From an optimization exercise on the open Yosys and OpenROAD flow, aimed at small area, a short achievable clock period and few clock cycles per item; shortcuts taken in it are not production practice.
At most, simulation tests tie the RTL to the original design; equivalence was not proved.

Design wsio_scaler, start of the top module:
module wsio_scaler (
    input  wire        clk,
    input  wire        rst,         
    input  wire        in_valid,
    output wire        in_ready,
    input  wire        in_op,       
    input  wire [63:0] in_data,
    output wire        out_valid,
    input  wire        out_ready,
    output wire [63:0] out_data,
    output wire        out_err
);
Size: about 2900 cells after synthesis, about 110 flip-flops, ~140 I/O pins, about 20000 um2 of cells after synthesis.
make LEC_CHECK=0 ABC_AREA=1 CAP_MARGIN=20 CORE_MARGIN=2 CORE_UTILIZATION=40 SETUP_SLACK_MARGIN=5 SLEW_MARGIN=20 finish   # period 10.0 ns
run.sh (not shown) runs the stock make flow with config.mk's settings and CLKGATE_MAP_FILE= SYNTH_SCRIPT=/design/flow/synth_recipe.tcl, a recipe that flattens the netlist after the stock synthesis.
Testbench counts at the start, summed over its fixed seeds: cycles 4,008, items 4,000.
Edit:
--- a/flow/design.v
+++ b/flow/design.v
@@ -30,25 +30,18 @@
     wire [52:0] x_mant = {1'b1, in_data[51:0]};
     wire [59:0] p_s    = {x_mant, 7'd0} - {6'd0, x_mant, 1'b0} - {7'd0, x_mant} + 60'd32;
     wire        p_c    = p_s[59] & (&p_s[42:5]);
     wire        x_big  = (x_exp > 11'd1029);             
     wire        x_in   = (x_exp >= 11'd1013) && !x_big;
     wire [4:0]  x_d    = x_exp[4:0] - 5'd21;             
-    wire [42:0] s1_in = {in_op,
-                         in_op ? {p_c, x_sign, x_in, x_big} : r51[18:15],
-                         r51[14:0],
-                         in_op ? p_s[59:43] : r17,
-                         in_op ? x_d : {e_hi, lz},
-                         e_zero};
+    wire [45:0] s1_in = in_op ? {19'd0, 1'b1, p_c, p_s[59:43], x_d, x_sign, x_in, x_big}
+                              : {r51, 1'b0, 1'b0, r17, e_hi, lz, 2'b00, e_zero};
     reg         a_valid;
-    reg  [42:0] a_d;
+    reg  [45:0] a_d;
     reg         o_valid;
-    reg  [51:0] o_data;
-    reg         o_e10;      
-    reg         o_e9;       
-    reg  [4:0]  o_e4;       
+    reg  [62:0] o_data;
     reg         o_err;
     wire en2    = !o_valid || out_ready;        
     wire a_load = en2 || !a_valid;              
     assign in_ready = a_load;
     always @(posedge clk) begin
         if (rst)
@@ -56,23 +49,23 @@
         else if (a_load)
             a_valid <= in_valid;
         if (a_load)
             a_d <= s1_in;
     end
     assign out_valid = o_valid;
-    assign out_data  = {1'b0, o_e10, {5{o_e9}}, o_e4, o_data};
+    assign out_data  = {1'b0, o_data};
     assign out_err   = o_err;
-    wire        s_op   = a_d[42];
-    wire [18:0] s_w    = a_d[41:23];
-    wire [16:0] s_v    = a_d[22:6];
-    wire [4:0]  s_n    = a_d[5:1];
-    wire        s_z    = a_d[0];
+    wire        s_op   = a_d[26];
+    wire        s_c    = a_d[25];
+    wire [16:0] s_v    = a_d[24:8];
+    wire [4:0]  s_n    = a_d[7:3];
+    wire [2:0]  s_f    = a_d[2:0];
     wire [16:0] e_r17  = s_v;
     wire [16:0] e_r17n = ~s_v;
-    wire [18:0] e_r51  = s_w;
-    wire [18:0] e_r51n = ~s_w;
+    wire [18:0] e_r51  = a_d[45:27];
+    wire [18:0] e_r51n = ~a_d[45:27];
     wire ts1 = e_r51[17] ^ e_r51n[13];
     wire tc2 = e_r51[17] & e_r51n[13];
     wire ts3 = e_r51[18] ^ e_r51n[14] ^ e_r17[9];
     wire tc4 = (e_r51[18] & e_r51n[14]) | (e_r17[9] & (e_r51[18] ^ e_r51n[14]));
     wire ts5 = e_r51n[15] ^ e_r17[10];
     wire tc6 = e_r51n[15] & e_r17[10];
@@ -410,28 +403,24 @@
     wire tc338 = e_r17[15] & 1'b1;
     wire [60:0] e_sa = {ts337, ts335, ts333, ts331, ts329, ts327, ts325, ts323, ts321, ts319, ts317, ts315, ts313, ts311, ts309, ts307, ts305, ts303, ts301, ts299, ts297, ts295, ts293, ts291, ts289, ts287, ts285, ts283, ts281, ts279, ts277, ts275, ts273, ts271, ts269, ts267, ts265, ts263, ts261, ts259, ts257, ts255, ts253, ts251, ts249, ts247, ts245, ts243, ts241, ts239, ts237, ts235, ts233, ts231, ts229, ts227, ts225, ts223, ts221, 1'b1, e_r51n[12]};
     wire [60:0] e_sb = {tc336, tc334, tc332, tc330, tc328, tc326, tc324, tc322, tc320, tc318, tc316, tc314, tc312, tc310, tc308, tc306, tc304, tc302, tc300, tc298, tc296, tc294, tc292, tc290, tc288, tc286, tc284, tc282, tc280, tc278, tc276, tc274, tc272, tc270, tc268, tc266, tc264, tc262, tc260, tc258, tc256, tc254, tc252, tc250, tc248, tc246, tc244, tc242, tc240, tc238, tc236, tc234, tc232, tc230, tc228, tc226, tc224, tc222, tc220, ts219, e_r17n[5]};
     wire [60:0] e_sum = e_sa + e_sb;
     wire [51:0] e_frac = e_sum[60:9];
     wire [10:0] e_exp  = 11'd1028 - {7'd0, s_n[3:0]} + {10'd0, s_n[4]};
-    wire [51:0] e_res  = s_z ? 52'd0 : e_frac;
+    wire [62:0] e_res  = s_f[0] ? 63'd0 : {e_exp, e_frac};
     wire [16:0] r_p    = s_v + {16'd0, s_c};            
     wire [16:0] r_t    = r_p >> (5'd16 - s_n);
-    wire        s_c    = s_w[18];
-    wire        r_sign = s_w[17];
-    wire        r_in   = s_w[16];
-    wire        r_err  = s_w[15] | (r_in & (r_sign ? (r_t != 17'd0) : r_t[16]));
+    wire        r_sign = s_f[2];
+    wire        r_in   = s_f[1];
+    wire        r_err  = s_f[0] | (r_in & (r_sign ? (r_t != 17'd0) : r_t[16]));
     wire [15:0] r_val  = (r_err | r_sign | !r_in) ? 16'd0 : r_t[15:0];
     always @(posedge clk) begin
         if (rst)
             o_valid <= 1'b0;
         else if (en2)
             o_valid <= a_valid;
         if (en2) begin
-            o_data <= s_op ? {36'd0, r_val} : e_res;
-            o_e10  <= !s_op && !s_z && e_exp[10];
-            o_e9   <= !s_op && !s_z && !e_exp[10];
-            o_e4   <= (s_op || s_z) ? 5'd0 : e_exp[4:0];
+            o_data <= s_op ? {47'd0, r_val} : e_res;
             o_err  <= s_op & r_err;
         end
     end
 endmodule
The changed run ran to the end with no violations.
First-iteration DRC count fell by 7.1%.
Cell count shrinks by 2.4%.
Worst setup slack is better by 0.061 ns.
Maximum frequency went up by about 1.2%.
Only the layout flow was run in the second run of this note; the RTL was not checked for function there.

wsio_scaler, a different RTL version from the one above (not shown whole).
For scale: ~2,100 cells after synthesis, about 140 I/O pins, roughly 19,000 um^2 of cells after synthesis.
clock: 10.0 ns
lec_check: 0
cap_margin: 20
core_margin: 2
core_utilization: 40
setup_slack_margin: 5
slew_margin: 20
Next try:
--- a/flow/design.v
+++ b/flow/design.v
@@ -20,25 +20,26 @@
     end
     wire [15:0] rn     = raw << lz;
     wire        e_hi   = (rn >= 16'd64000);
     wire [16:0] r17    = e_hi ? {1'b0, rn} : {rn, 1'b0};
     wire        e_zero = (raw == 16'd0);
     wire        x_sign = in_data[63];
     wire [10:0] x_exp  = in_data[62:52];
     wire [52:0] x_mant = {1'b1, in_data[51:0]};
-    wire [59:0] p_s    = {x_mant, 7'd0} - {6'd0, x_mant, 1'b0} - {7'd0, x_mant} + 60'd32;
-    wire        p_c    = p_s[59] & (&p_s[42:5]);
+    wire        p_top  = (in_data[51:0] >= 52'd108086391056892);
+    wire [59:0] p_rnd  = {x_mant, 7'd0} - {6'd0, x_mant, 1'b0} - {7'd0, x_mant}
+                         + (p_top ? 60'd64 : 60'd32);
     wire        x_big  = (x_exp > 11'd1029);             
     wire        x_in   = (x_exp >= 11'd1013) && !x_big;
     wire [4:0]  x_d    = x_exp[4:0] - 5'd21;             
-    wire [26:0] s1_in = in_op ? {1'b1, p_c, p_s[59:43], x_d, x_sign, x_in, x_big}
-                              : {1'b0, 1'b0, r17, e_hi, lz, 2'b00, e_zero};
+    wire [25:0] s1_in = in_op ? {1'b1, p_rnd[59:43], x_d, x_sign, x_in, x_big}
+                              : {1'b0, r17, e_hi, lz, 2'b00, e_zero};
     reg         a_valid;
-    reg  [26:0] a_d;
+    reg  [25:0] a_d;
     reg         o_valid;
     reg  [62:0] o_data;
     reg         o_err;
     wire en2    = !o_valid || out_ready;        
     wire a_load = en2 || !a_valid;              
     assign in_ready = a_load;
     always @(posedge clk) begin
         if (rst)
@@ -46,18 +47,17 @@
         else if (a_load)
             a_valid <= in_valid;
         if (a_load)
             a_d <= s1_in;
     end
     assign out_valid = o_valid;
     assign out_data  = {1'b0, o_data};
     assign out_err   = o_err;
-    wire        s_op   = a_d[26];
-    wire        s_c    = a_d[25];
+    wire        s_op   = a_d[25];
     wire [16:0] s_v    = a_d[24:8];
     wire [4:0]  s_n    = a_d[7:3];
     wire [2:0]  s_f    = a_d[2:0];
     wire [16:0] e_r17  = s_v;
     wire [16:0] e_r17n = ~s_v;
     wire ts1 = e_r17[15] ^ e_r17[13] ^ e_r17[11];
     wire tc2 = (e_r17[15] & e_r17[13]) | (e_r17[11] & (e_r17[15] ^ e_r17[13]));
     wire ts3 = e_r17[16] ^ e_r17[14] ^ e_r17[12];
@@ -559,18 +559,17 @@
     wire ts499 = e_r17[15] ^ 1'b1;
     wire tc500 = e_r17[15] & 1'b1;
     wire [60:0] e_sa = {ts499, ts497, ts495, ts493, ts491, ts489, ts487, ts485, ts483, ts481, ts479, ts477, ts475, ts473, ts471, ts469, ts467, ts465, ts463, ts461, ts459, ts457, ts455, ts453, ts451, ts449, ts447, ts445, ts443, ts441, ts439, ts437, ts435, ts433, ts431, ts429, ts427, ts425, ts423, ts421, ts419, ts417, ts415, ts413, ts411, ts409, ts407, ts405, ts403, ts401, ts399, ts397, ts395, ts393, ts391, ts389, ts387, ts385, ts383, ts381, e_r17n[5]};
     wire [60:0] e_sb = {tc498, tc496, tc494, tc492, tc490, tc488, tc486, tc484, tc482, tc480, tc478, tc476, tc474, tc472, tc470, tc468, tc466, tc464, tc462, tc460, tc458, tc456, tc454, tc452, tc450, tc448, tc446, tc444, tc442, tc440, tc438, tc436, tc434, tc432, tc430, tc428, tc426, tc424, tc422, tc420, tc418, tc416, tc414, tc412, tc410, tc408, tc406, tc404, tc402, tc400, tc398, tc396, tc394, tc392, tc390, tc388, tc386, tc384, tc382, tc380, ts379};
     wire [60:0] e_sum = e_sa + e_sb;
     wire [51:0] e_frac = e_sum[60:9];
     wire [10:0] e_exp  = 11'd1028 - {7'd0, s_n[3:0]} + {10'd0, s_n[4]};
     wire [62:0] e_res  = s_f[0] ? 63'd0 : {e_exp, e_frac};
-    wire [16:0] r_p    = s_v + {16'd0, s_c};            
-    wire [16:0] r_t    = r_p >> (5'd16 - s_n);
+    wire [16:0] r_t    = s_v >> (5'd16 - s_n);
     wire        r_sign = s_f[2];
     wire        r_in   = s_f[1];
     wire        r_err  = s_f[0] | (r_in & (r_sign ? (r_t != 17'd0) : r_t[16]));
     wire [15:0] r_val  = (r_err | r_sign | !r_in) ? 16'd0 : r_t[15:0];
     always @(posedge clk) begin
         if (rst)
             o_valid <= 1'b0;
         else if (en2)
Result: The changed run went through all stages and came out clean; final area came out lower by 11%; setup slack degrades by 0.56 ns; routed wire length came out lower by 15%; non-clock buffer count came out lower by 131; clock skew came out lower by 0.0099 ns; final cell count came out lower by about 11%; synthesized area came out lower by 4.7%; first-iteration DRC count came out lower by 27%; utilization came out lower by 3.5 points; global-route usage came out lower by 2.8 points; count of clock-buffer cells in the layout does not change.
No functional check of the RTL was part of any run of this note.

Another version of the RTL of wsio_scaler (not shown whole).
For scale: ~2200 cells after synthesis, ~110 flip-flops, roughly 140 I/O pins, roughly 17000 um^2 of cells after synthesis.
==> flow/config.mk <==
export PLATFORM = sky130hd
export DESIGN_NAME = wsio_scaler
export DESIGN_NICKNAME = wsio_scaler
export VERILOG_FILES = /design/flow/design.v
export SDC_FILE = /design/flow/constraint.sdc
export NUM_CORES = 4
export LEC_CHECK = 0
export ABC_AREA = 1
export CAP_MARGIN = 20
export CORE_MARGIN = 2
export CORE_UTILIZATION = 60
export SETUP_SLACK_MARGIN = 5
export SLEW_MARGIN = 20
==> flow/constraint.sdc <==
create_clock -name core_clock -period 10.0 [get_ports {clk}]
set_input_delay 2.0000 -clock core_clock [delete_from_list [all_inputs] [get_ports {clk}]]
set_output_delay 2.0000 -clock core_clock [all_outputs]
set_load 0.01 [all_outputs]
standard.sh (not shown) runs the stock make flow with config.mk's settings and CLKGATE_MAP_FILE= SYNTH_SCRIPT=/design/flow/synth_recipe.tcl, a recipe that flattens the netlist after the stock synthesis.
==> flow/flow/run.sh <==
#!/bin/bash
# The standard layout (standard.sh), with plain buf_1 cells as the port buffers and a
# setup-repair target of 5 ns of slack. Each tool's full output goes to standard.log.
set -euo pipefail
bash standard.sh 'BUFFER_PORTS_ARGS=-buffer_cell sky130_fd_sc_hd__buf_1' SETUP_SLACK_MARGIN=5  finish > standard.log 2>&1
Testbench counts at the start, summed over its fixed seeds: cycles 4,008, items 4,000.
Then changed:
--- a/flow/design.v
+++ b/flow/design.v
@@ -21,13 +21,12 @@
     wire [15:0] rn     = raw << lz;
     wire        e_hi   = (rn >= 16'd64000);
     wire [16:0] r17    = e_hi ? {1'b0, rn} : {rn, 1'b0};
     wire [17:0] raw3   = {2'b00, raw} + {1'b0, raw, 1'b0};    
     wire [17:0] rn3    = raw3 << lz;
     wire [18:0] r51    = e_hi ? {1'b0, rn3} : {rn3, 1'b0};     
-    wire        e_zero = (raw == 16'd0);
     wire        x_sign = in_data[63];
     wire [10:0] x_exp  = in_data[62:52];
     wire [52:0] x_mant = {1'b1, in_data[51:0]};
     wire [59:0] r_x1   = {x_mant, 7'd34};
     wire [59:0] r_x2   = ~{6'd0, x_mant, 1'b0};
     wire [59:0] r_x3   = ~{7'd0, x_mant};
@@ -190,21 +189,20 @@
     wire rhG33 = rhg0[16] | (rhp0[16] & rhG32);
     wire rhP33 = rhp0[16] & rhP32;
     wire [59:43] p_s  = rhp0 ^ {(rhG32 | (rhP32 & r_c43)), (rhG31 | (rhP31 & r_c43)), (rhG30 | (rhP30 & r_c43)), (rhG29 | (rhP29 & r_c43)), (rhG28 | (rhP28 & r_c43)), (rhG27 | (rhP27 & r_c43)), (rhG26 | (rhP26 & r_c43)), (rhG25 | (rhP25 & r_c43)), (rhG20 | (rhP20 & r_c43)), (rhG19 | (rhP19 & r_c43)), (rhG18 | (rhP18 & r_c43)), (rhG17 | (rhP17 & r_c43)), (rhG10 | (rhP10 & r_c43)), (rhG9 | (rhP9 & r_c43)), (rhG1 | (rhP1 & r_c43)), (rhg0[0] | (rhp0[0] & r_c43)), r_c43};
     wire        p_c    = p_s[59] & r_all;
     wire        x_big  = (x_exp > 11'd1029);             
     wire        x_in   = (x_exp >= 11'd1013) && !x_big;
-    wire [4:0]  x_d    = x_exp[4:0] - 5'd21;             
-    wire [42:0] s1_in = {in_op,
+    wire [4:0]  x_sh   = 5'd5 - x_exp[4:0];              
+    wire [41:0] s1_in = {in_op,
                          in_op ? {p_c, x_sign, x_in, x_big} : r51[18:15],
                          r51[14:0],
                          in_op ? p_s[59:43] : r17,
-                         in_op ? x_d : {e_hi, lz},
-                         e_zero};
+                         in_op ? x_sh : {e_hi, lz}};
     reg         a_valid;
-    reg  [42:0] a_d;
+    reg  [41:0] a_d;
     reg         o_valid;
     reg  [51:0] o_data;
     reg         o_e10;      
     reg         o_e9;       
     reg  [4:0]  o_e4;       
     reg         o_err;
@@ -219,17 +217,17 @@
         if (a_load)
             a_d <= s1_in;
     end
     assign out_valid = o_valid;
     assign out_data  = {1'b0, o_e10, {5{o_e9}}, o_e4, o_data};
     assign out_err   = o_err;
-    wire        s_op   = a_d[42];
-    wire [18:0] s_w    = a_d[41:23];
-    wire [16:0] s_v    = a_d[22:6];
-    wire [4:0]  s_n    = a_d[5:1];
-    wire        s_z    = a_d[0];
+    wire        s_op   = a_d[41];
+    wire [18:0] s_w    = a_d[40:22];
+    wire [16:0] s_v    = a_d[21:5];
+    wire [4:0]  s_n    = a_d[4:0];
+    wire        s_z    = ~(s_v[16] | s_v[15]);           
     wire [16:0] e_r17  = s_v;
     wire [16:0] e_r17n = ~s_v;
     wire [18:0] e_r51  = s_w;
     wire [18:0] e_r51n = ~s_w;
     wire ts1 = e_r51[17] ^ e_r51n[13];
     wire tc2 = e_r51[17] & e_r51n[13];
@@ -925,15 +923,15 @@
     wire e_sum_P175 = e_sum_P146 & e_sum_P134;
     wire e_sum_G176 = e_sum_G147 | (e_sum_P147 & e_sum_G134);
     wire e_sum_P176 = e_sum_P147 & e_sum_P134;
     wire [60:0] e_sum = e_sum_p0 ^ {e_sum_G175, e_sum_G174, e_sum_G173, e_sum_G172, e_sum_G171, e_sum_G170, e_sum_G169, e_sum_G168, e_sum_G167, e_sum_G166, e_sum_G165, e_sum_G164, e_sum_G163, e_sum_G162, e_sum_G161, e_sum_G160, e_sum_G159, e_sum_G158, e_sum_G157, e_sum_G156, e_sum_G155, e_sum_G154, e_sum_G153, e_sum_G152, e_sum_G151, e_sum_G150, e_sum_G149, e_sum_G148, e_sum_G134, e_sum_G133, e_sum_G132, e_sum_G131, e_sum_G130, e_sum_G129, e_sum_G128, e_sum_G127, e_sum_G126, e_sum_G125, e_sum_G124, e_sum_G123, e_sum_G122, e_sum_G121, e_sum_G120, e_sum_G119, e_sum_G97, e_sum_G96, e_sum_G95, e_sum_G94, e_sum_G93, e_sum_G92, e_sum_G91, e_sum_G90, e_sum_G64, e_sum_G63, e_sum_G62, e_sum_G61, e_sum_G32, e_sum_G31, e_sum_G1, e_sum_g0[0], 1'b0};
     wire [51:0] e_frac = e_sum[60:9];
     wire [10:0] e_exp  = 11'd1028 - {7'd0, s_n[3:0]} + {10'd0, s_n[4]};
-    wire [51:0] e_res  = s_z ? 52'd0 : e_frac;
+    wire [51:0] e_res  = e_frac;
     wire [16:0] r_p    = s_v + {16'd0, s_c};            
-    wire [16:0] r_t    = r_p >> (5'd16 - s_n);
+    wire [16:0] r_t    = r_p >> s_n;
     wire        s_c    = s_w[18];
     wire        r_sign = s_w[17];
     wire        r_in   = s_w[16];
     wire        r_err  = s_w[15] | (r_in & (r_sign ? (r_t != 17'd0) : r_t[16]));
     wire [15:0] r_val  = (r_err | r_sign | !r_in) ? 16'd0 : r_t[15:0];
     always @(posedge clk) begin
Result: The changed run completed with no timing, DRC or antenna violations; global-route usage decreases by 0.70 points; cell area goes down slightly; via count shrinks by a few percent; final cell count fell slightly; fmax fell slightly; routed wire length falls by a few percent; synthesized area drops by a few percent; worst setup slack got worse by 45 ps; hold slack got worse by 35 ps.
Testbench counts after the change, summed over its fixed seeds: cycles 4,008, items 4,000.

==> port drivers added, routing unchanged <==
Ports are ideal in the flow. The routed layouts listed here were re-timed in OpenROAD. Step 1 (the two cells are an assumption about what drives the block):
set clk [get_ports {clk}]
set_driving_cell -lib_cell sky130_fd_sc_hd__clkbuf_16 $clk
set_driving_cell -lib_cell sky130_fd_sc_hd__buf_2 [delete_from_list [all_inputs] $clk]
Step 2 adds t to the input delays and takes it off the output delays; t is the mean of the earliest and latest rising clock arrival at the registers after step 1. Input paths then give back, and output paths get back, about the clock's delay inside the block. Three values: no drivers, after step 1, after step 2; two values: the first two.
run | shift t [ns] | setup slack, ns | hold slack, ns | latest minus earliest clock arrival (ns) | worst slew at a driven data input, ns
the first run of note 1 | 0.454 | 5.022 / 4.991 / 4.707 | 0.617 / 0.617 / 0.617 | 0.017 / 0.016 | 0.05
the second run of note 1 | 0.454 | 5.082 / 5.060 / 4.723 | 0.501 / 0.501 / 0.501 | 0.015 / 0.014 | 0.04
the first run of note 2 | 0.442 | 4.267 / 4.267 / 3.936 | 0.673 / 0.673 / 0.673 | 0.029 / 0.029 | 0.07
the second run of note 2 | 0.424 | 3.703 / 3.703 / 3.278 | 0.664 / 0.664 / 0.664 | 0.019 / 0.019 | 0.07
the first run of note 3 | 0.423 | 5.150 / 5.140 / 4.754 | 0.585 / 0.585 / 0.585 | 0.013 / 0.013 | 0.05
the second run of note 3 | 0.418 | 5.104 / 5.131 / 4.713 | 0.550 / 0.550 / 0.550 | 0.011 / 0.011 | 0.05
After both steps every run listed still meets setup and hold. For the second run of note 2, which loses most, drivers alone change the setup slack by 0.000 ns; drivers and shift together by -0.425 ns.
